Background: an optimization exercise with open tools, aiming at small area. Do not read the settings as production practice. At most, simulation tests tie the RTL to the original design; equivalence was not proved. Only the layout flow was run in run 1; the RTL was not checked for function there. Power and IR drop assume default switching activity.

## flow/design.v

```verilog
module hab360_validator (
    input  wire [8:0]       flen,      
    input  wire [19*8-1:0]  pbytes,    
    output reg  [15:0]      status,
    output reg              fwd,
    output wire [7:0]       opcode,
    output wire [31:0]      f_freq,
    output wire [31:0]      f_bw,
    output wire [7:0]       f_sf,
    output wire [7:0]       f_cr,
    output wire [7:0]       f_sync,
    output wire [7:0]       f_power,
    output wire [15:0]      f_preamble,
    output wire [31:0]      f_climit
);
    localparam [15:0] CMD_OK                   = 16'h0000;
    localparam [15:0] CMD_UNKNOWN_COMMAND      = 16'h0201;
    localparam [15:0] CMD_MALFORMED_PAYLOAD    = 16'h0202;
    localparam [15:0] INVALID_FREQUENCY        = 16'h0301;
    localparam [15:0] INVALID_BANDWIDTH        = 16'h0302;
    localparam [15:0] INVALID_SPREADING_FACTOR = 16'h0303;
    localparam [15:0] INVALID_CODING_RATE      = 16'h0304;
    localparam [15:0] INVALID_SYNC_WORD        = 16'h0305;
    localparam [15:0] INVALID_POWER            = 16'h0306;
    localparam [15:0] INVALID_PREAMBLE_LENGTH  = 16'h0307;
    localparam [15:0] INVALID_CURRENT_LIMIT    = 16'h0308;
    wire [7:0] pb [0:18];
    genvar k;
    generate
        for (k = 0; k < 19; k = k + 1) begin : g_pb
            assign pb[k] = pbytes[8*k +: 8];
        end
    endgenerate
    assign opcode     = pb[0];
    assign f_freq     = {pb[1], pb[2], pb[3], pb[4]};
    assign f_bw       = {pb[5], pb[6], pb[7], pb[8]};
    assign f_sf       = pb[9];
    assign f_cr       = pb[10];
    assign f_sync     = pb[11];
    assign f_power    = pb[12];
    assign f_preamble = {pb[13], pb[14]};
    assign f_climit   = {pb[15], pb[16], pb[17], pb[18]};
    reg       known;
    reg [8:0] exp_len;
    always @* begin
        known   = 1'b1;
        exp_len = 9'd10;
        case (opcode)
            8'h00: exp_len = 9'd28;
            8'h01: exp_len = 9'd14;
            8'h02: exp_len = 9'd266;
            8'h10, 8'h11, 8'h12, 8'h13, 8'h20, 8'h21: exp_len = 9'd10;
            default: known = 1'b0;
        endcase
    end
    wire ok_freq  = !f_freq[31] && f_freq >= 32'h4316_0000 && f_freq <= 32'h4470_0000;
    wire ok_bw    = (!f_bw[31] && f_bw <= 32'h43FF_0000) || f_bw == 32'h8000_0000;
    wire ok_sf    = (f_sf >= 8'd5) && (f_sf <= 8'd12);
    wire ok_cr    = (f_cr >= 8'd5) && (f_cr <= 8'd8);
    wire ok_sync  = (f_sync != 8'h34);
    wire ok_power = (f_power <= 8'h16) || (f_power >= 8'hEF);
    wire ok_pre   = (f_preamble >= 16'd6);
    wire ok_cl    = (!f_climit[31] && f_climit <= 32'h430C_0000) || f_climit == 32'h8000_0000;
    always @* begin
        status = CMD_OK;
        fwd    = 1'b0;
        if (flen == 9'd9 || !known)
            status = CMD_UNKNOWN_COMMAND;
        else if (flen != exp_len)
            status = CMD_MALFORMED_PAYLOAD;
        else if (opcode == 8'h00) begin
            if (!ok_freq)       status = INVALID_FREQUENCY;
            else if (!ok_bw)    status = INVALID_BANDWIDTH;
            else if (!ok_sf)    status = INVALID_SPREADING_FACTOR;
            else if (!ok_cr)    status = INVALID_CODING_RATE;
            else if (!ok_sync)  status = INVALID_SYNC_WORD;
            else if (!ok_power) status = INVALID_POWER;
            else if (!ok_pre)   status = INVALID_PREAMBLE_LENGTH;
            else if (!ok_cl)    status = INVALID_CURRENT_LIMIT;
            else                fwd    = 1'b1;
        end else
            fwd = 1'b1;
    end
endmodule
module hab360_rx (
    input  wire        clk,
    input  wire        rst,
    output wire        rx_poll,
    input  wire        rx_avail,
    input  wire [7:0]  rx_data,
    input  wire        tick,
    output reg  [2:0]  evt,
    output wire [1:0]  mal_cause,
    output wire        pkt_valid,
    output wire [15:0] rx_len,
    output wire [2:0]  rx_type,
    output wire [4:0]  rx_cid,
    output wire [31:0] rx_ts,
    input  wire [8:0]  rx_rd_addr,
    output wire [7:0]  rx_rd_data,
    output wire        val_valid,
    output wire [15:0] val_status,
    output wire        fwd_valid,
    output wire [7:0]  fwd_opcode,
    output wire [31:0] fwd_freq,
    output wire [31:0] fwd_bw,
    output wire [7:0]  fwd_sf,
    output wire [7:0]  fwd_cr,
    output wire [7:0]  fwd_sync,
    output wire [7:0]  fwd_power,
    output wire [15:0] fwd_preamble,
    output wire [31:0] fwd_climit,
    output wire [31:0] fwd_unix,
    input  wire        rsp_valid
);
    localparam [2:0] EVT_IDLE      = 3'd0;
    localparam [2:0] EVT_PARTIAL   = 3'd1;
    localparam [2:0] EVT_COMPLETE  = 3'd2;
    localparam [2:0] EVT_MALFORMED = 3'd3;
    localparam [2:0] EVT_TIMEOUT   = 3'd4;
    localparam [1:0] MAL_NONE      = 2'd0;
    localparam [1:0] MAL_BAD_END   = 2'd1;
    localparam [1:0] MAL_OVERFLOW  = 2'd2;
    localparam [1:0] MAL_SHORT     = 2'd3;
    localparam integer MAX_FRAME   = 274;
    localparam integer LAST_STORED = 272;    
    localparam [8:0]   TMR_ZERO    = 9'h001;
    localparam [8:0]   TMR_500     = 9'h0C4;
    reg        st_q;           
    reg [8:0]  idx_q;
    reg [8:0]  len_q;          
    reg        len_big;        
    reg [8:0]  tmr_q;          
    reg        pkt_valid_q;
    reg [1:0]  mal_cause_q;
    reg        pending_q;
    wire [7:0] rxbuf [0:8];
    assign rx_poll = !rst && !pending_q;
    wire   take    = !pending_q && rx_avail;   
    reg        st_d;
    reg [8:0]  idx_d;
    reg [8:0]  tmr_d;
    reg        pkt_valid_d;
    reg [1:0]  mal_cause_d;
    reg        buf_write;      
    reg        complete;       
    wire [8:0] idx_inc = idx_q + 9'd1;
    wire       at4     = (idx_q == 9'd3);
    wire [8:0] len_cur = at4 ? {len_q[8], rx_data} : len_q;
    wire       is_len  = !len_big && (idx_inc == len_cur);
    always @* begin
        st_d        = st_q;
        idx_d       = idx_q;
        tmr_d       = tmr_q;
        pkt_valid_d = pkt_valid_q;
        mal_cause_d = mal_cause_q;
        buf_write   = 1'b0;
        complete    = 1'b0;
        evt         = st_q ? EVT_PARTIAL : EVT_IDLE;
        if (rst) begin
            evt = EVT_IDLE;
        end else if (take) begin
            if (!st_q) begin
                if (rx_data == 8'h7E) begin
                    idx_d       = 9'd1;
                    tmr_d       = TMR_ZERO;
                    pkt_valid_d = 1'b0;
                    mal_cause_d = MAL_NONE;
                    st_d        = 1'b1;
                    evt         = EVT_PARTIAL;
                end else begin
                    evt = EVT_IDLE;
                end
            end else begin
                buf_write = 1'b1;
                idx_d     = idx_inc;
                tmr_d     = TMR_ZERO;
                evt       = EVT_PARTIAL;
                if (at4 && !len_big && !len_q[8] && rx_data < 8'd9) begin
                    st_d        = 1'b0;
                    mal_cause_d = MAL_SHORT;
                    evt         = EVT_MALFORMED;
                end else if (idx_q >= 9'd3 && is_len) begin
                    st_d = 1'b0;
                    if (rx_data == 8'h7F) begin
                        pkt_valid_d = 1'b1;
                        complete    = 1'b1;
                        evt         = EVT_COMPLETE;
                    end else begin
                        mal_cause_d = MAL_BAD_END;
                        evt         = EVT_MALFORMED;
                    end
                end else if (idx_inc == MAX_FRAME) begin
                    st_d        = 1'b0;
                    mal_cause_d = MAL_OVERFLOW;
                    evt         = EVT_MALFORMED;
                end
            end
        end else if (tick && st_q) begin
            if (tmr_q == TMR_500) begin
                st_d  = 1'b0;
                tmr_d = TMR_ZERO;
                evt   = EVT_TIMEOUT;
            end else begin
                tmr_d = {tmr_q[7:0], tmr_q[8] ^ tmr_q[4]};
            end
        end
    end
    always @(posedge clk) begin
        if (rst) begin
            st_q        <= 1'b0;
            idx_q       <= 9'd0;
            tmr_q       <= TMR_ZERO;
            pkt_valid_q <= 1'b0;
            mal_cause_q <= MAL_NONE;
        end else begin
            st_q        <= st_d;
            idx_q       <= idx_d;
            tmr_q       <= tmr_d;
            pkt_valid_q <= pkt_valid_d;
            mal_cause_q <= mal_cause_d;
        end
    end
    localparam integer FIRST_SH = 9;
    localparam integer NSH      = LAST_STORED - FIRST_SH + 1;    
    always @(posedge clk) begin
        if (buf_write && idx_q == 9'd2) begin
            len_big  <= |rx_data[7:1];
            len_q[8] <= rx_data[0];
        end
        if (buf_write && idx_q == 9'd3)
            len_q[7:0] <= rx_data;
    end
    assign rxbuf[0]   = 8'h7E;
    assign rxbuf[2]   = {7'd0, idx_q[8]};
    assign rxbuf[3]   = idx_q[7:0];
    genvar k;
    generate
        for (k = 1; k < FIRST_SH; k = k + 1) begin : g_buf
            if (k != 2 && k != 3) begin : g_b
                reg [7:0] b;
                always @(posedge clk)
                    if (buf_write && idx_q == k)
                        b <= rx_data;
                assign rxbuf[k] = b;
            end
        end
    endgenerate
    wire sh_en = buf_write && (idx_q >= FIRST_SH) && (idx_q <= LAST_STORED);
    reg [7:0] sh [0:NSH-1];
    always @(posedge clk)
        if (sh_en) sh[0] <= ~rx_data;    
    generate
        for (k = 1; k < NSH; k = k + 1) begin : g_sh
            always @(posedge clk)
                if (sh_en) sh[k] <= sh[k-1];
        end
    endgenerate
    wire       is274  = (idx_q == 9'd274);
    wire [8:0] top    = {idx_q[8:2], is274 ? 2'b01 : idx_q[1:0]};    
    wire [8:0] sidx   = top + ~rx_rd_addr;                           
    wire [7:0] lo_or [0:FIRST_SH];
    assign lo_or[0] = 8'h00;
    generate
        for (k = 0; k < FIRST_SH; k = k + 1) begin : g_lo
            assign lo_or[k+1] = lo_or[k] | (rxbuf[k] & {8{rx_rd_addr == k}});
        end
    endgenerate
    wire [16:0] grp_sel;
    wire [15:0] low_sel;
    generate
        for (k = 0; k < 17; k = k + 1) begin : g_gsel
            assign grp_sel[k] = (sidx[8:4] == k);
        end
        for (k = 0; k < 16; k = k + 1) begin : g_lsel
            assign low_sel[k] = (sidx[3:0] == k);
        end
    endgenerate
    wire [7:0] low_val [0:15];
    generate
        for (k = 0; k < 16; k = k + 1) begin : g_lv
            genvar g;
            wire [7:0] t [0:17];
            assign t[0] = 8'h00;
            for (g = 0; g < 17; g = g + 1) begin : g_g
                if (16 * g + k < NSH) begin : g_in
                    assign t[g+1] = t[g] | (~sh[16*g + k] & {8{grp_sel[g]}});
                end else begin : g_out
                    assign t[g+1] = t[g];
                end
            end
            assign low_val[k] = t[17];
        end
    endgenerate
    wire [7:0] sh_or [0:16];
    assign sh_or[0] = 8'h00;
    generate
        for (k = 0; k < 16; k = k + 1) begin : g_lo_or
            assign sh_or[k+1] = sh_or[k] | (low_val[k] & {8{low_sel[k]}});
        end
    endgenerate
    wire in_frame = (rx_rd_addr < idx_q);
    wire rd_lo    = (rx_rd_addr < FIRST_SH);
    wire rd_end   = (rx_rd_addr == 9'd273);
    wire [7:0] rd_any = rd_lo ? lo_or[FIRST_SH] : rd_end ? 8'h7F : sh_or[16];
    assign pkt_valid  = pkt_valid_q;
    assign mal_cause  = mal_cause_q;
    assign rx_len     = {7'd0, idx_q};
    assign rx_type    = rxbuf[1][7:5];
    assign rx_cid     = rxbuf[1][4:0];
    assign rx_ts      = {rxbuf[4], rxbuf[5], rxbuf[6], rxbuf[7]};
    assign rx_rd_data = rd_any & {8{in_frame}};
    wire [19*8-1:0] pbytes;
    assign pbytes[7:0] = rxbuf[8];
    generate
        for (k = 1; k < 19; k = k + 1) begin : g_pay
            assign pbytes[8*k +: 8] = ~sh[18 - k];
        end
    endgenerate
    wire [31:0] pay_unix = {~sh[3], ~sh[2], ~sh[1], ~sh[0]};
    wire [15:0] v_status;
    wire        v_fwd;
    wire [7:0]  v_opcode;
    wire [31:0] v_freq, v_bw, v_climit;
    wire [7:0]  v_sf, v_cr, v_sync, v_power;
    wire [15:0] v_preamble;
    hab360_validator u_val (
        .flen       (len_cur),
        .pbytes     (pbytes),
        .status     (v_status),
        .fwd        (v_fwd),
        .opcode     (v_opcode),
        .f_freq     (v_freq),
        .f_bw       (v_bw),
        .f_sf       (v_sf),
        .f_cr       (v_cr),
        .f_sync     (v_sync),
        .f_power    (v_power),
        .f_preamble (v_preamble),
        .f_climit   (v_climit)
    );
    wire is_cmd  = (rxbuf[1][7:5] == 3'b001);
    wire is_lora = (v_opcode == 8'h00);
    wire is_unix = (v_opcode == 8'h01);
    assign val_valid    = complete && is_cmd;
    assign val_status   = v_status;
    assign fwd_valid    = val_valid && v_fwd;
    assign fwd_opcode   = v_opcode;
    assign fwd_freq     = is_lora ? v_freq     : 32'd0;
    assign fwd_bw       = is_lora ? v_bw       : 32'd0;
    assign fwd_sf       = is_lora ? v_sf       : 8'd0;
    assign fwd_cr       = is_lora ? v_cr       : 8'd0;
    assign fwd_sync     = is_lora ? v_sync     : 8'd0;
    assign fwd_power    = is_lora ? v_power    : 8'd0;
    assign fwd_preamble = is_lora ? v_preamble : 16'd0;
    assign fwd_climit   = is_lora ? v_climit   : 32'd0;
    assign fwd_unix     = is_unix ? pay_unix   : 32'd0;
    always @(posedge clk) begin
        if (rst)
            pending_q <= 1'b0;
        else if (pending_q && rsp_valid)
            pending_q <= 1'b0;
        else if (fwd_valid)
            pending_q <= 1'b1;
    end
endmodule
```

## flow/flow/run.sh

```bash
#!/bin/bash
# Own layout flow: the standard ORFS flow (standard.sh), changed only in
# how the layout is made:
#  - synthesis maps the logic with area-oriented ABC scripts instead of
#    ORFS's speed script: the synthesis runs once per script abc_[a-d].script
#    (in syn_*/), and the one with the smallest cell area is rerun for the
#    layout (abc_z.script if all of them fail).  Every other synthesis step,
#    and so every register, is the standard synthesis's;
#  - the port buffers that global placement inserts are sky130_fd_sc_hd__buf_1
#    (the resizer may still upsize them);
#  - repair_design (placement and global routing) builds its buffer trees
#    from the small buffers only (no_big_bufs.tcl);
#  - CTS clusters up to 16 sinks per clkbuf_8 and adds no dummy loads.
# Each tool's output goes to a log file in this folder or under orfs/logs.
set -uo pipefail
W=$(pwd)
F=$W/flow
{ head -n 1 synth_recipe.tcl; cat "$F/abc_proc.tcl"; tail -n +2 synth_recipe.tcl; } > own_synth.tcl
sed "s#SYNTH_SCRIPT=[^ ]*synth_recipe.tcl#SYNTH_SCRIPT=$W/own_synth.tcl#" standard.sh > own_standard.sh
if ! grep -q "SYNTH_SCRIPT=$W/own_synth.tcl" own_standard.sh; then
  echo "could not point standard.sh at own_synth.tcl" >&2
  exit 1
fi
export BUFFER_PORTS_ARGS="-buffer_cell sky130_fd_sc_hd__buf_1"
export PRE_RESIZE_TCL=$F/no_big_bufs.tcl
export PRE_GLOBAL_ROUTE_TCL=$F/no_big_bufs.tcl
export CTS_ARGS="-sink_clustering_enable -repair_clock_nets -dont_use_dummy_load -buf_list sky130_fd_sc_hd__clkbuf_8 -sink_clustering_size 16 -sink_clustering_max_diameter 60"

# Trial synthesis with each ABC script, in parallel.
for s in a b c d; do
  sed "s#WORK_HOME=$W/orfs #WORK_HOME=$W/syn_$s #" own_standard.sh > own_standard_$s.sh
  ( OWN_ABC_SCRIPT=$F/abc_$s.script bash own_standard_$s.sh synth > own_synth_$s.log 2>&1 ) &
done
wait
best=z; best_area=
for s in a b c d; do
  st=$W/syn_$s/reports/$FLOW_PLATFORM/hab360_rx/base/synth_stat.txt
  a=$(grep -s "Chip area for module" "$st" | awk '{print $NF}')
  echo "abc_$s.script: ${a:-failed}" | tee -a own_synth_choice.log
  if [[ -n "$a" ]] && { [[ -z "$best_area" ]] || awk -v x="$a" -v y="$best_area" 'BEGIN{exit !(x < y)}'; }; then
    best=$s; best_area=$a
  fi
done
echo "chosen: abc_$best.script" | tee -a own_synth_choice.log

export OWN_ABC_SCRIPT=$F/abc_$best.script
bash own_standard.sh > own_standard.log 2>&1
status=$?
tail -n 20 own_standard.log
exit $status
```

## flow/flow/abc_a.script

```
&get -n
&st
&dch
&nf
&put
mfs3 -ae
&get -n
&st
&dch
&nf
&put
```

## flow/flow/abc_b.script

```
&get -n
&st
&dch
&nf
&put
topo
mfs3 -ae
&get -n
&st
&dch
&nf
&put
```

## flow/flow/abc_c.script

```
&get -n
&st
&dch
&nf
&put
mfs2 -a
&get -n
&st
&dch
&nf
&put
mfs2 -a
&get -n
&st
&dch
&nf
&put
```

## flow/flow/abc_d.script

```
&get -n
&st
&dch
&nf
&put
mfs3 -ae
&get -n
&st
&dch
&nf
&put
mfs3 -ae
&get -n
&st
&dch
&nf
&put
```

## flow/flow/abc_proc.tcl

```tcl
# Map with an area-oriented ABC script instead of the speed script.
proc abc {args} {
  set i [lsearch -exact $args -script]
  if {$i >= 0} { lset args [expr {$i + 1}] $::env(OWN_ABC_SCRIPT) }
  yosys abc {*}$args
}
```

## flow/flow/abc_z.script

```
&get -n
&st
&dch
&nf
&put
```

## flow/flow/no_big_bufs.tcl

```tcl
set_dont_use {sky130_fd_sc_hd__buf_6 sky130_fd_sc_hd__buf_8 sky130_fd_sc_hd__buf_12 sky130_fd_sc_hd__buf_16 sky130_fd_sc_hd__bufbuf_8 sky130_fd_sc_hd__bufbuf_16}
```

## flow/standard.sh

```bash
#!/bin/bash
# synth_recipe.tcl (not shown) runs the flow's synth.tcl, then flattens the netlist and writes it again
# the make line also repeats each setting of config.mk as NAME=value (left out here)
make -C /OpenROAD-flow-scripts/flow DESIGN_CONFIG=/design/flow/config.mk WORK_HOME=/design/flow/orfs CLKGATE_MAP_FILE= SYNTH_SCRIPT=/design/flow/synth_recipe.tcl "${@:-finish}"
```

## flow/config.mk

```make
export PLATFORM = sky130hd
export DESIGN_NAME = hab360_rx
export DESIGN_NICKNAME = hab360_rx
export VERILOG_FILES = /design/flow/design.v
export SDC_FILE = /design/flow/constraint.sdc
export NUM_CORES = 8
export LEC_CHECK = 0
export CAP_MARGIN = 10
export CORE_MARGIN = 2
export CORE_UTILIZATION = 60
export GPL_TIMING_DRIVEN = 0
export SETUP_SLACK_MARGIN = 0.5
export SLEW_MARGIN = 10
```

## flow/constraint.sdc

```tcl
create_clock -name core_clock -period 15.0 [get_ports {clk}]
set_input_delay 3.0000 -clock core_clock [delete_from_list [all_inputs] [get_ports {clk}]]
set_output_delay 3.0000 -clock core_clock [all_outputs]
set_load 0.01 [all_outputs]
```

==> metrics.yaml, run 1 <==
status: "complete, no violations"
synthFlopType: "edfxtp_1"
insertion_delay_ns: 0.93
r2r_setup_slack_ns: 7.94
hp-class: "register to register"
period_needed_ns: 13.42
grt_pass1_wl_um: 353600
drv_slew: 0
avgSynthCellArea_um2: 17.55
place_area_mm2: 0.08417
die_area_mm2: 0.1349
worst_pin_slew_ns: 1.386
cts_buffers: 162
grt_overflow: 0
num_io_pins: 295
ir_worst_vdd_uv: 78.60
clk_path_buf_depth: 3
cts_setup_buffers: 0
die_height_um: 367.3
track_usage_pct: 37.58
rsz0062_at_grt: "false"
worst-setup-path-type: "input pin to output port"
syn2layout_area_growth_pct: 9.206
hold_viol: 0
wl_per_cell_um: 36.81
p_per_area_mw_per_mm2: 110.7
cts_max_level: 4
fmax_ghz: 0.07453
initial_core_util_pct: 60.31
multiInputGateArea_mm2: 0.01355
synth.distinct_cells: 56
layout-drive-gt1-share_pct: 8.291
drt_iter0_drc: 8203
port_buffers: 277
drt-vias-per-instance: 7.334
cpMostUsedCell: "buf_4"
ys_warn_count: 3
die_x_um: 367.3
max-cap-violations: 0
slowest_delay_ns: 0.76
fin_area_mm2: 0.08647
relSlewSlack_pct: 7.380
grt_max_degree: 61
syn-instance-count: 4512
required_ns: 12.00
clockRootBuffer: "clkbuf_8"
routed_wl_um: 255800
first_pass_iters: 6
core_region_area_mm2: 0.1313
layout.nets: 5219
cp_top_family: "buffers and inverters"
postCtsHoldBufs: 0
tritoncts: "yes"
grt_pass1_vias: 47340
path_cells: "buf_1 > clkinv_1 > ha_1 > a211oi_1 > nor3_1 > o21a_1 > o211ai_1 > or3_4 > buf_4 > buf_4 > buf_4 > o22ai_1 > nor4_1 > nand3_1 > a2111oi_0 > nor4b_1 > nand3_1 > and3_1 > buf_1"
crit_buf_inv: 6
skew_ns: 0.07011
gp_congestion: 0.9060
dp_hpwl_um: 173800
routed-via-count: 50970
grt_antenna_before_repair: 28
p_leak_uw: 0.01959
path_clk_slew_ns: 0.10
ff_latch_area_mm2: 0.06562
end_kind: "output port"
setup_tns_ns: 0
synth_seq_cells: 2193
cp.arrival_ns: 10.42
cts_resized: 0
cts_num_sinks: 2193
netlist_area_mm2: 0.07918
drc_errors: 0
synth_edf_count: 2170
critPathSlowestCell: "buf_4"
path_max_fanout: 44
fin_crit_sh_pct: 89.45
cp-start-kind: "input pin"
antenna_left: 0
fillers: 9228
ys_seq_area_share_pct: 82.87
setup_viol: 0
async_flop_share_pct: 0
rows: 133
==> per-stage QoR <==
step / std cells / setup slack (ns) / util (%) / power [µW] / hold slack, ns
2_1_floorplan: 4528 / -44.60 / - / 6835 / 0.4208
3_3_place_gp: 6560 / -63.32 / 62.84 / 6922 / 0.4264
4_1_cts: 6927 / 1.708 / 65.81 / 9582 / 0.4088
6_report: 6949 / 1.583 / 65.86 / 9575 / 0.4041
3_5_place_dp: 6765 / 1.693 / 64.11 / 6928 / 0.4316
5_1_grt: 6934 / 1.158 / 65.83 / 9795 / 0.4235
==> where the power goes <==
group | switching, µW | internal, µW
Sequential | 2.14 | 6620
Clock | 1810 | 969
Combinational | 136 | 34.3
==> placed cells by master, fill, tap and decap left out, types with 13 or more instances in the layout <==
cell type     n
clkinv_1     32
nor4_1      137
nand2_1      74
clkbuf_8    162
conb_1       17
nor3_1      174
a22oi_1      15
buf_4       215
o22a_1       14
or2_4        13
a31oi_1      26
or4_1        26
and3_1       14
xnor2_1      16
a21oi_1      75
nand4_1      34
ha_1         20
o22ai_1     944
buf_1       277
nor2_1      360
dfxtp_1      23
o221ai_1     64
edfxtp_1   2170
o21ai_0      57
diode_2      20
nand3_1      48
==> final cells by class <==
type                    instances  area share [%]
diodes                         20         0.05788
plain buffers                  18          0.1563
repair buffers                484           2.971
clock buffers                 162           2.578
inverters                      32          0.1389
flip-flops and latches       2193           75.89
multi-input cells            2285           15.67
well taps                    1755           2.539
==> cells in the mapped netlist, drive strengths merged, types with 14 or more instances <==
library cell,count,area (µm²)
nor3,177,885.9
nand3,51,255.2
a21oi,76,380.4
buf,18,135.1
o221ai,64,560.5
or4,26,195.2
or2,14,87.58
ha,20,250.2
nand2,80,300.3
a31oi,26,162.7
nor4,139,869.6
and3,14,87.58
o22a,14,122.6
o21ai,57,285.3
dfxtp,23,460.4
or3,14,87.58
a22oi,15,112.6
clkinv,32,120.1
o22ai,944,5906
edfxtp,2170,65160
xnor2,16,140.1
nor2,364,1366
nand4,34,212.7
==> worst paths after layout <==
| check | from | endpoint | depth (start not counted) |
|---|---|---|---|
| worst max register to register | idx_q[4]$_SDFFE_PP0P_ | sh[58][0]$_DFFE_PP_ | 21 |
| worst min register to register | sh[111][2]$_DFFE_PP_ | sh[112][2]$_DFFE_PP_ | 0 |
| worst max-delay path | rx_rd_addr[1] | rx_rd_data[1] | 19 |
| worst min-delay path | sh[111][2]$_DFFE_PP_ | sh[112][2]$_DFFE_PP_ | 0 |
==> cells by family (layout without fill, tap and decap cells) <==
logic type | count (synthesis) | after routing | share of synthesized area, %
flops | 2193 | 2193 | 82.87
simple gates | 948 | 948 | 5.820
buf+inv | 50 | 696 | 0.3224
fa+ha+maj | 21 | 21 | 0.3413
compound gates | 1265 | 1265 | 10.24
xor+xnor | 24 | 24 | 0.2655
other cells | 1 | 37 | 0.004736
mux | 10 | 10 | 0.1296
==> state kept, by name, indices dropped and copies added (netlist names) <==
name and flops:
len_big 1, st_q 1, sh 2112, g_buf.g_b.b 48
pkt_valid_q 1, mal_cause_q 2, idx_q 9, len_q 9
pending_q 1, tmr_q 9
==> layer usage <==
metal  wire [µm]  track usage [%]  up-vias
met5         143                0        -
met1       94280            53.03    25790
li1            -                -    20380
met3       38220            12.37      603
met4       11250            14.85       18
met2      111900            54.84     4177
==> inputs of run 2 (changes only) <==
--- a/flow/design.v
+++ b/flow/design.v
@@ -259,5 +259,7 @@
     wire       is274  = (idx_q == 9'd274);
     wire [8:0] top    = {idx_q[8:2], is274 ? 2'b01 : idx_q[1:0]};    
-    wire [8:0] sidx   = top + ~rx_rd_addr;                           
+    wire [9:0] sdiff  = {1'b0, top} + {1'b0, ~rx_rd_addr};
+    wire [8:0] sidx   = sdiff[8:0];
+    wire       sh_in  = sdiff[9];
     wire [7:0] lo_or [0:FIRST_SH];
     assign lo_or[0] = 8'h00;
@@ -300,8 +302,9 @@
         end
     endgenerate
-    wire in_frame = (rx_rd_addr < idx_q);
     wire rd_lo    = (rx_rd_addr < FIRST_SH);
     wire rd_end   = (rx_rd_addr == 9'd273);
-    wire [7:0] rd_any = rd_lo ? lo_or[FIRST_SH] : rd_end ? 8'h7F : sh_or[16];
+    wire [7:0] rd_any = rd_lo  ? lo_or[FIRST_SH] :
+                        rd_end ? {1'b0, {7{is274}}} :
+                                 sh_or[16] & {8{sh_in}};
     assign pkt_valid  = pkt_valid_q;
     assign mal_cause  = mal_cause_q;
@@ -310,5 +313,5 @@
     assign rx_cid     = rxbuf[1][4:0];
     assign rx_ts      = {rxbuf[4], rxbuf[5], rxbuf[6], rxbuf[7]};
-    assign rx_rd_data = rd_any & {8{in_frame}};
+    assign rx_rd_data = rd_any;
     wire [19*8-1:0] pbytes;
     assign pbytes[7:0] = rxbuf[8];
==> run 2 against run 1 <==
Net effect:
- worst hold slack improved by 0.0082 ns
- register-to-register slack improved by 0.15 ns
- area after synthesis decreased by 0.18%
- clock skew decreased by 0.020 ns
- sequential power about the same
- synthesized cell count decreased by 0.58%
- worst setup slack got worse by 0.096 ns
- sequential share of layout area increased by 0.50 points
- design area decreased by 0.66%
- fmax decreased by 0.71%
- first-iteration DRC count decreased by 7.8%
- critical path type unchanged
- critical endpoint is now rx_rd_data[4]
==> metrics.yaml, run 2 <==
status: "complete, no violations"
grt_overflow: 0
cts_num_sinks: 2193
period_needed_ns: 13.51
path_cells: "buf_1 > clkinv_1 > ha_1 > clkinv_1 > fa_1 > and3b_1 > o211ai_1 > a21boi_0 > o22ai_1 > or2_4 > buf_4 > buf_4 > o22ai_1 > nor4_1 > a21oi_1 > nor4_1 > nand4_1 > o21bai_1 > a21oi_1 > buf_1"
ys_seq_area_share_pct: 83.03
grt_util_met2_pct: 53.39
cts_max_level: 4
worst_pin_slew_ns: 1.431
cts_buffers: 162
largest_registers: "sh (2112), g_buf.g_b.b (48)"
synthFlopType: "edfxtp_1"
seqPwrFrac_pct: 69.3
tritoncts: "yes"
path_max_fanout: 34
syn-instance-count: 4486
crit_buf_inv: 6
syn2layout_area_growth_pct: 8.685
use_met1_pct: 51.19
num_io_pins: 295
grt_pass1_vias: 46460
cp-start-kind: "input pin"
avgSynthCellArea_um2: 17.62
track_usage_pct: 36.29
synth_xor_area_share_pct: 0.2881
layout_commonest_cell: "edfxtp_1"
p_per_area_mw_per_mm2: 111.2
power_switching_uw: 1929
clk_path_buf_depth: 3
gp_congestion: 0.9118
p_comb_share_pct: 1.6
cts_setup_buffers: 0
max-cap-violations: 0
dpl_worst_slack_ns: 1.735
ys_warn_count: 3
ir_worst_vdd_uv: 81.92
synth.area.top_cells: "edfxtp_1 (82%), o22ai_1 (7.7%), nor4_1 (1.8%)"
p_clk_share_pct: 29.1
layout.nets: 5129
initial_core_util_pct: 60.27
routed_wl_um: 248200
fin_crit_sh_pct: 90.09
wl_per_cell_um: 36.16
synth_top_area_cell: "edfxtp_1"
p_leak_uw: 0.01927
async_flop_share_pct: 0
holdWs_ns: 0.4123
drt-vias-per-instance: 7.277
drc_errors: 0
grt_antenna_before_repair: 19
synthTopCellsByCount: "edfxtp_1 (2,170), o22ai_1 (974), nor2_1 (366)"
synth_top_family_by_area: "compound AO/OA/AOI/OAI gates"
path_clk_slew_ns: 0.10
setup_tns_ns: 0
netlist_area_mm2: 0.07904
fmax_ghz: 0.07400
final_cell_mix: "edfxtp_1 (2,170), o22ai_1 (973), nor2_1 (359)"
critPathSlowestCell: "o21bai_1"
required_ns: 12.00
r2r_setup_slack_ns: 8.09
insertion_delay_ns: 0.93
first_pass_iters: 8
synth_top_cell_area_share_pct: 82.44
drv_slew: 0
routed-via-count: 49940
hold_viol: 0
grtUsageMet3_pct: 9.778
synth.distinct_cells: 58
largest-register: "sh"
end_kind: "output port"
die_height_um: 366.9
cts_resized: 0
setup_viol: 0
rows: 133
postCtsHoldBufs: 0
slowest_delay_ns: 0.99
fillers: 9307
synth_compound_area_share_pct: 10.19
drt_iter0_drc: 7561
fin_util_pct: 65.51
relSlewSlack_pct: 3.704
cp_top_family: "compound AO/OA/AOI/OAI gates"
grt_max_degree: 60
layout-drive-gt1-share_pct: 7.346
grt_busiest_layer: "met2"
skew_ns: 0.05057
netSwitchingFraction_pct: 20.19
die_x_um: 366.9
cp.arrival_ns: 10.51
clockRootBuffer: "clkbuf_8"
antenna_left: 0
dp_hpwl_um: 166400
synthAdderAreaFrac_pct: 0.2311
yosys.area_share.simple_pct: 5.895
synth_edf_count: 2170
synth_mux_area_share_pct: 0.05066
rsz0062_at_grt: "false"
die_area_mm2: 0.1346
port_buffers: 277
core_region_area_mm2: 0.1311
yosys.cell_count.top_type: "edfxtp_1"
synth_seq_cells: 2193
largest_reg_flops: 2112
fin_ws_ns: 1.487
hp-class: "register to register"
worst-setup-path-type: "input pin to output port"
grt_pass1_wl_um: 343000
p_total_uw: 9550
intPower_uw: 7621
run 2: cell types whose count changed after synthesis, sizes merged, moves of 10 or more:
cell,previous run,this run
nand2,80,60
o22ai,944,974
a21oi,76,101
o21ai,57,23
or4,26,13
nor3,177,97
nand3,51,61
nor4,139,224
a22oi,15,27
a31oi,26,13
o221ai,64,16
run 2: logic make-up (layout without fill, tap and decap cells):
| family | after synthesis | count (layout) |
|---|---|---|
| simple gates | 939 | 939 |
| xor+xnor | 26 | 26 |
| compound gates | 1262 | 1262 |
| fa+ha+maj | 14 | 14 |
| other cells | 1 | 34 |
| flops | 2193 | 2193 |
| buf+inv | 47 | 636 |
| mux | 4 | 4 |
run 2: cell type report:
cell class                      instances  area (µm²)  area share, %
Antenna cell                           17       42.54        0.04952
Buffer                                 18       135.1         0.1573
Clock buffer                          162        2230          2.596
Inverter                               29       108.9         0.1267
Multi-Input combinational cell       2262       13400          15.60
Sequential cell                      2193       65620          76.39
Tap cell                             1755        2196          2.556
Timing Repair Buffer                  427        2168          2.524
run 2: final timing paths:
path | startpoint | to | cells past startpoint
worst min register to register | sh[262][2]$_DFFE_PP_ | sh[263][2]$_DFFE_PP_ | 0
worst max-delay path | rx_rd_addr[0] | rx_rd_data[4] | 20
worst max register to register | idx_q[4]$_SDFFE_PP0P_ | sh[45][4]$_DFFE_PP_ | 14
worst min-delay path | sh[262][2]$_DFFE_PP_ | sh[263][2]$_DFFE_PP_ | 0
run 2: metal layers:
metal  up-vias  wire (µm)  share of wire, %
met3       552      31790                13
met5         -        304              0.12
met1     25410      93370                38
met4        18      12680               5.1
met2      3743     110000                44
li1      20220          -                 -
run 2: through the flow:
stage / instance area (µm²) / instances
after floorplan: 79130 / 4502
after global placement: 82370 / 6534
after detailed placement: 83610 / 6683
after CTS: 85840 / 6845
after global routing: 85870 / 6849
final: 85900 / 6863
run 2: power groups by stage:
stage / clock [µW] / combinational [µW] / sequential, µW
detailed placement: 0 / 145 / 6760
CTS: 2800 / 146 / 6620
floorplan: 0 / 66.9 / 6760
global route: 3000 / 155 / 6620
global placement: 0 / 142 / 6760
finish: 2780 / 151 / 6620
==> inputs of run 3 (changes only) <==
==> flow/flow/run.sh (replaced) <==
#!/bin/bash
# Own layout flow: the standard ORFS flow (standard.sh), changed only in
# how the layout is made:
#  - synthesis maps the logic with area-oriented ABC scripts instead of
#    ORFS's speed script.  A trial layout runs up to placement (synthesis,
#    floorplan, placement with repair_design) once per script
#    abc_[a-d].script, in trial_*/; the script whose placed design has the
#    smallest cell area (cell_area.tcl) is then used for the layout
#    (abc_z.script if every trial fails).  Every other synthesis step, and
#    so every register, is the standard synthesis's;
#  - the port buffers that global placement inserts are sky130_fd_sc_hd__buf_1
#    (the resizer may still upsize them);
#  - repair_design (placement and global routing) builds its buffer trees
#    from the small buffers only (no_big_bufs.tcl);
#  - CTS clusters up to 16 sinks per clkbuf_8 and adds no dummy loads.
# Each tool's output goes to a log file in this folder or under the ORFS
# logs folders.
set -uo pipefail
W=$(pwd)
F=$W/flow
{ head -n 1 synth_recipe.tcl; cat "$F/abc_proc.tcl"; tail -n +2 synth_recipe.tcl; } > own_synth.tcl
sed "s#SYNTH_SCRIPT=[^ ]*synth_recipe.tcl#SYNTH_SCRIPT=$W/own_synth.tcl#" standard.sh > own_standard.sh
if ! grep -q "SYNTH_SCRIPT=$W/own_synth.tcl" own_standard.sh; then
  echo "could not point standard.sh at own_synth.tcl" >&2
  exit 1
fi
export BUFFER_PORTS_ARGS="-buffer_cell sky130_fd_sc_hd__buf_1"
export PRE_RESIZE_TCL=$F/no_big_bufs.tcl
export PRE_GLOBAL_ROUTE_TCL=$F/no_big_bufs.tcl
export CTS_ARGS="-sink_clustering_enable -repair_clock_nets -dont_use_dummy_load -buf_list sky130_fd_sc_hd__clkbuf_8 -sink_clustering_size 16 -sink_clustering_max_diameter 60"

# Trial layouts up to placement, one per ABC script, in parallel.
for s in a b c d; do
  sed "s#WORK_HOME=$W/orfs #WORK_HOME=$W/trial_$s #" own_standard.sh > own_standard_$s.sh
  ( OWN_ABC_SCRIPT=$F/abc_$s.script bash own_standard_$s.sh place > own_trial_$s.log 2>&1 ) &
done
wait
best=z; best_area=
for s in a b c d; do
  odb=$W/trial_$s/results/$FLOW_PLATFORM/hab360_rx/base/3_place.odb
  a=
  if [[ -f "$odb" ]]; then
    a=$(AREA_ODB=$odb openroad -no_init -exit "$F/cell_area.tcl" 2> own_area_$s.log | tee -a own_area_$s.log | awk '/^CELL_AREA/ {print $2}')
  fi
  echo "abc_$s.script: ${a:-failed}" | tee -a own_choice.log
  if [[ -n "$a" ]] && { [[ -z "$best_area" ]] || awk -v x="$a" -v y="$best_area" 'BEGIN{exit !(x < y)}'; }; then
    best=$s; best_area=$a
  fi
done
echo "chosen: abc_$best.script" | tee -a own_choice.log

export OWN_ABC_SCRIPT=$F/abc_$best.script
bash own_standard.sh > own_standard.log 2>&1
status=$?
tail -n 20 own_standard.log
exit $status
==> flow/flow/cell_area.tcl (new file) <==
# Prints the area of the placed design's cells other than tap cells.
read_db $::env(AREA_ODB)
set a 0.0
foreach inst [[ord::get_db_block] getInsts] {
  set m [$inst getMaster]
  if {[string match *tapvpwrvgnd* [$m getName]]} continue
  set a [expr {$a + [$m getWidth] * [$m getHeight] / 1e6}]
}
puts "CELL_AREA $a"
==> run 3 against run 2 <==
Net effect:
- still clean
- final cell count down 0.58%
- sequential power hardly changed
- die area barely moved
- critical path type unchanged
- critical endpoint is now rx_rd_data[6]
- highest routed layer unchanged
==> metrics.yaml, run 3 <==
postCtsHoldBufs: 0
cts_max_level: 4
cts_num_sinks: 2193
tritoncts: "yes"
fmax_ghz: 0.07166
layout_commonest_cell: "edfxtp_1"
required_ns: 12.00
fin_crit_sh_pct: 93.04
hp-class: "register to register"
synth_top_area_cell: "edfxtp_1"
fin_ws_ns: 1.044
synth_top_cell_area_share_pct: 82.39
met3_length_um: 33740
p_clk_share_pct: 28.9
ys_warn_count: 3
clockRootBuffer: "clkbuf_8"
dpl_worst_slack_ns: 1.353
synth_seq_cells: 2193
grt_overflow: 0
p_total_uw: 9530
synth.distinct_cells: 61
grt_pass1_vias: 45560
hold_end: "sh[27][5]$_DFFE_PP_"
min_from: "sh[26][5]$_DFFE_PP_"
rows: 133
wl_per_cell_um: 36.09
p_leak_uw: 0.01889
cp.arrival_ns: 10.96
drv_slew: 0
initial_core_util_pct: 60.31
routed-via-count: 49810
largest_reg_flops: 2112
grt_max_degree: 72
port_buffers: 277
clk_path_buf_depth: 3
r2r_setup_slack_ns: 6.49
largest_registers: "sh (2112), g_buf.g_b.b (48)"
ir_worst_vdd_uv: 97.87
largest-register: "sh"
num_io_pins: 295
syn2layout_area_growth_pct: 8.163
path_clk_slew_ns: 0.10
seqPwrFrac_pct: 69.5
max-cap-violations: 0
antenna_left: 0
die_x_um: 367.1
setup_viol: 0
cts_setup_buffers: 0
cts_buffers: 160
hold_viol: 0
drt_iter0_drc: 8307
insertion_delay_ns: 0.92
ys_seq_area_share_pct: 82.97
rsz0062_at_grt: "false"
multiInputGateArea_mm2: 0.01347
synth_edf_count: 2170
period_needed_ns: 13.96
synth.area.top_cells: "edfxtp_1 (82%), o22ai_1 (7.5%), nor2_1 (2.0%)"
r2r-start: "idx_q[4]$_SDFFE_PP0P_"
synthTopCellsByCount: "edfxtp_1 (2,170), o22ai_1 (945), nor2_1 (411)"
grt_antenna_before_repair: 24
top_layer: "met5"
cp-start-kind: "input pin"
drt-vias-per-instance: 7.300
layout.nets: 5091
avgSynthCellArea_um2: 17.57
relSlewSlack_pct: 12.01
p_comb_share_pct: 1.6
power_switching_uw: 1920
worst_pin_slew_ns: 1.316
yosys.cell_count.top_type: "edfxtp_1"
p_per_area_mw_per_mm2: 111.4
holdPathStages: 0
fin_area_mm2: 0.08555
met2WireLength_um: 109300
met1_length_um: 93380
worstReg2RegEnd: "sh[72][2]$_DFFE_PP_"
core_region_area_mm2: 0.1311
intPower_uw: 7610
layout.cells.non_filler: 6823
die_height_um: 367.1
skew_ns: 0.06728
track_usage_pct: 35.98
final_cell_mix: "edfxtp_1 (2,170), o22ai_1 (945), nor2_1 (408)"
gp_congestion: 0.9046
fillers: 9360
worst-setup-path-type: "input pin to output port"
async_flop_share_pct: 0
ff_latch_area_mm2: 0.06562
netSwitchingFraction_pct: 20.15
placed_cells: 6648
synthFlopType: "edfxtp_1"
place_area_mm2: 0.08330
end_kind: "output port"
rr_worst_depth: 13
path_max_fanout: 41
netlist_area_mm2: 0.07909
cts_resized: 0
first_pass_iters: 8
dp_hpwl_um: 162700
grt_pass1_wl_um: 338600
drc_errors: 0
die_area_mm2: 0.1347
routed_wl_um: 246200
layout-drive-gt1-share_pct: 6.392
fin_util_pct: 65.24
status: "complete, no violations"
syn-instance-count: 4501
run 3: power by group through the flow:
| stage | clock, µW | sequential (µW) | combinational (µW) |
|---|---|---|---|
| final | 2760 | 6620 | 151 |
| after global routing | 2970 | 6620 | 155 |
| after global placement | 0 | 6760 | 142 |
| after detailed placement | 0 | 6760 | 146 |
| after floorplan | 0 | 6760 | 66.6 |
| after CTS | 2780 | 6620 | 146 |
run 3: stage by stage:
stage               hold WS [ns]  setup TNS (ns)
floorplan                 0.4193        -7642.77
global placement          0.4285               -
detailed placement        0.4319               0
CTS                       0.4149               0
global route              0.4319               0
finish                    0.4247               0
run 3: final cells by class:
class                      count  share of cell area (%)
sequential                  2193                   76.71
antenna                       15                 0.04388
timing repair buffer         376                   2.074
multi-input combinational   2277                   15.75
tap                         1755                   2.567
inverter                      29                  0.1272
buffer                        18                  0.1580
clock buffer                 160                   2.574
run 3: worst max-delay path by stage:
stage / end / depth (start not counted) / slack (ns) / startpoint
2_1_floorplan: sh[0][0]$_DFFE_PP_ / 5 / -3.62 / rx_avail
3_3_place_gp: sh[236][2]$_DFFE_PP_ / 3 / -9.34 / rst
6_report: rx_rd_data[6] / 19 / 1.04 / rx_rd_addr[1]
4_1_cts: rx_rd_data[6] / 19 / 1.31 / rx_rd_addr[1]
3_5_place_dp: rx_rd_data[6] / 19 / 1.35 / rx_rd_addr[1]
5_1_grt: rx_rd_data[6] / 19 / 0.96 / rx_rd_addr[1]
run 3: cells by family after synthesis:
family,after synthesis,synth area share (%)
flops,2193,82.97
buf+inv,47,0.3085
fa+ha+maj,14,0.2310
other cells,1,0.004741
compound gates,1256,10.22
simple gates,964,5.978
xor+xnor,26,0.2879
run 3: critical path: stages:
cell       delay [ns]
buf_1            0.33
clkinv_1         0.29
ha_1             0.35
a211oi_1         0.44
nor4_1           0.16
o21a_1           0.25
o211ai_1         0.72
or2_4            0.50
buf_4            0.52
buf_4            0.61
buf_4            0.66
o22ai_1          0.16
nor4_1           0.33
a31oi_1          0.18
a2111oi_0        0.69
nand3_1          0.25
o21bai_1         1.01
a21oi_1          0.19
buf_1            0.17
run 3: layer usage:
metal  up-vias  GRT usage, %
li1      20140             -
met1     25460         52.52
met2      3689         52.65
met3       499         9.775
met4        16         13.37
met5         -             0
==> inputs of run 4 (changes only) <==
--- a/flow/flow/run.sh
+++ b/flow/flow/run.sh
@@ -5,5 +5,5 @@
 #    ORFS's speed script.  A trial layout runs up to placement (synthesis,
 #    floorplan, placement with repair_design) once per script
-#    abc_[a-d].script, in trial_*/; the script whose placed design has the
+#    abc_[a-f].script, in trial_*/; the script whose placed design has the
 #    smallest cell area (cell_area.tcl) is then used for the layout
 #    (abc_z.script if every trial fails).  Every other synthesis step, and
@@ -31,5 +31,5 @@
 
 # Trial layouts up to placement, one per ABC script, in parallel.
-for s in a b c d; do
+for s in a b c d e f; do
   sed "s#WORK_HOME=$W/orfs #WORK_HOME=$W/trial_$s #" own_standard.sh > own_standard_$s.sh
   ( OWN_ABC_SCRIPT=$F/abc_$s.script bash own_standard_$s.sh place > own_trial_$s.log 2>&1 ) &
@@ -37,5 +37,5 @@
 wait
 best=z; best_area=
-for s in a b c d; do
+for s in a b c d e f; do
   odb=$W/trial_$s/results/$FLOW_PLATFORM/hab360_rx/base/3_place.odb
   a=
==> flow/flow/abc_e.script (new file) <==
&get -n
&st
&syn2
&dch
&nf -R 1000
&put
mfs2 -a
&get -n
&st
&dch
&nf -R 1000
&put
==> flow/flow/abc_f.script (new file) <==
&get -n
&st
&dch
&nf -R 1000
&put
mfs2 -a
&get -n
&st
&dch
&nf -R 1000
&put
mfs2 -a
&get -n
&st
&dch
&nf -R 1000
&put
==> run 4 against run 3 <==
Net effect:
- synthesized cell count decreased by 1.2%
- count of clock-buffer cells in the layout increased by 2
- highest routed layer unchanged
- combinational power increased by 44%
- register-to-register slack improved by 1.7 ns
- die area decreased by 0.50%
- core utilization increased by 0.60 points
==> metrics.yaml, run 4 <==
synth_edf_count: 2170
period_needed_ns: 14.14
final_cell_mix: "edfxtp_1 (2,170), o22ai_1 (976), nor2_1 (335)"
synth.distinct_cells: 51
setup_viol: 0
antenna_left: 0
max-cap-violations: 0
synthFlopType: "edfxtp_1"
largest-register: "sh"
worst_pin_slew_ns: 1.359
fin_crit_sh_pct: 94.25
netlist_area_mm2: 0.07869
p_leak_uw: 0.02581
hp-class: "register to register"
setup_tns_ns: 0
grt_overflow: 0
dpl_worst_slack_ns: 0.9120
grt_max_degree: 76
ff_latch_area_mm2: 0.06562
largest_reg_flops: 2112
yosys.cell_count.top_type: "edfxtp_1"
grt_pass1_wl_um: 338000
cts_buffers: 162
ir_worst_vdd_uv: 98.75
multiInputGateArea_mm2: 0.01314
grt_pass1_vias: 45460
ys_seq_area_share_pct: 83.39
syn2layout_area_growth_pct: 8.608
p_per_area_mw_per_mm2: 112.3
path_max_fanout: 46
async_flop_share_pct: 0
die_height_um: 366.2
syn-instance-count: 4446
num_io_pins: 295
gp_congestion: 0.9538
fillers: 9133
end_kind: "output port"
synth.area.top_cells: "edfxtp_1 (83%), o22ai_1 (7.8%), nor2_1 (1.6%)"
rows: 132
drt_iter0_drc: 8153
cp-start-kind: "input pin"
drv_slew: 0
ys_warn_count: 3
rsz0062_at_grt: "false"
largest_registers: "sh (2112), g_buf.g_b.b (48)"
synth_top_area_cell: "edfxtp_1"
dp_hpwl_um: 163700
layout-drive-gt1-share_pct: 6.971
insertion_delay_ns: 0.93
layout_commonest_cell: "edfxtp_1"
first_pass_iters: 6
clk_path_buf_depth: 3
hold_viol: 0
drc_errors: 0
cp.arrival_ns: 11.14
slowest_delay_ns: 0.67
core_region_area_mm2: 0.1298
cts_max_level: 4
required_ns: 12.00
cp_top_family: "simple AND/OR/NAND/NOR gates"
cts_num_sinks: 2193
initial_core_util_pct: 60.62
wl_per_cell_um: 36.10
skew_ns: 0.06539
die_x_um: 366.2
synth_top_cell_area_share_pct: 82.80
avgSynthCellArea_um2: 17.70
worst-setup-path-type: "input pin to output port"
routed-via-count: 49090
synthTopCellsByCount: "edfxtp_1 (2,170), o22ai_1 (977), nor2_1 (335)"
grt_antenna_before_repair: 16
postCtsHoldBufs: 0
critPathSlowestCell: "buf_4"
fin_util_pct: 65.84
fmax_ghz: 0.07073
crit_buf_inv: 7
drt-vias-per-instance: 7.243
path_clk_slew_ns: 0.09
relSlewSlack_pct: 8.567
die_area_mm2: 0.1341
layout.nets: 5073
fin_ws_ns: 0.8622
status: "complete, no violations"
clockRootBuffer: "clkbuf_8"
synth_seq_cells: 2193
port_buffers: 277
routed_wl_um: 244700
tritoncts: "yes"
track_usage_pct: 35.98
[run 4: changes by cell type in the layout (fill, tap and decap cells not counted), sizes merged, moves of 24 or more]
cell,previous run,this run
buf,393,427
nor2,411,335
a21oi,84,133
nor3,85,140
o22ai,945,977
a31oi,41,17
nor4,225,197
o221ai,23,51
[run 4: area by class of cell]
type / count / share of cell area (%)
Antenna cell: 1 / 0.002928
Buffer: 18 / 0.1581
Clock buffer: 162 / 2.609
Inverter: 28 / 0.1230
Multi-Input combinational cell: 2223 / 15.37
Sequential cell: 2193 / 76.78
Tap cell: 1742 / 2.550
Timing Repair Buffer: 411 / 2.407
[run 4: cells by family (layout without fill, tap and decap cells)]
family	Yosys count	count (layout)	synth area share, %
flip-flops	2193	2193	83.39
AO/OA/AOI/OAI	1300	1300	10.42
AND/OR/NAND/NOR	865	865	5.352
buffers and inverters	46	619	0.3053
XOR/XNOR	27	27	0.3005
adder cells (fa/ha/maj)	14	14	0.2321
other	1	18	0.004765
[run 4: worst reg2reg max path: cells and delay by family (launching register included)]
family | cells | cell delay (ns)
AO/OA/AOI/OAI | 1 | 0.68
buffers and inverters | 11 | 4.29
AND/OR/NAND/NOR | 2 | 1.00
flip-flops | 1 | 0.48
[run 4: per-layer routing]
metal	track usage, %	wire [µm]	part of all wire [%]
met1	53.46	94910	39
met2	50.97	104500	43
met3	10.42	34390	14
met4	13.83	10760	4.4
met5	0	95	0.039
[run 4: per-stage QoR]
step	power, µW	hold WS, ns	cells	area [µm²]
after floorplan	6880	0.4208	4462	78780
after global placement	6978	0.4281	6481	82000
after detailed placement	6976	0.4301	6615	83220
after CTS	9612	0.4085	6777	85450
after global routing	9835	0.4187	6778	85470
final	9594	0.4162	6778	85470
[run 4: report_power, final]
| part | switching [µW] | internal, µW | total, µW |
|---|---|---|---|
| sequential | 1.38 | 6620 | 6620 |
| clock | 1790 | 969 | 2750 |
| combinational | 156 | 61.7 | 218 |
| total | 1940 | 7650 | 9590 |
[run 4: worst paths after layout]
check | start | to | slack (ns) | cells past startpoint
worst max-delay path | rx_rd_addr[0] | rx_rd_data[4] | 0.86 | 25
worst min-delay path | sh[39][5]$_DFFE_PP_ | sh[40][5]$_DFFE_PP_ | 0.42 | 0
worst max register to register | st_q$_SDFFE_PP0P_ | sh[58][2]$_DFFE_PP_ | 8.22 | 14
worst min register to register | sh[39][5]$_DFFE_PP_ | sh[40][5]$_DFFE_PP_ | 0.42 | 0
[run 4: repair_timing]
item,CTS,global route
resized for setup,0,2
buffers inserted,0,0
endpoints found under the setup margin,0,1

afterwards: timing with drivers on the ports:
No port has a modelled driver above. Below, the same layouts with a new extraction and two added sets of constraints. Step 1 assumes that a clkbuf_16 drives the clock port and a buf_2 every other input. Step 2 also shifts input and output timing later by t, the mid clock arrival at the registers, as if the neighbouring blocks saw the same clock. Three values: ideal, step 1, step 2; two values: the first two.
run	t, ns	setup slack, ns	pins driven straight from the clock port
run 1	0.966	1.583 / 1.517 / 1.517	1
run 2	0.976	1.487 / 1.460 / 1.460	1
run 3	0.974	1.044 / 1.012 / 1.012	1
run 4	0.977	0.862 / 0.824 / 0.824	1
After both steps every run listed still meets setup and hold. For run 1, which loses most, drivers alone change the setup slack by -0.066 ns; drivers and shift together by -0.066 ns.
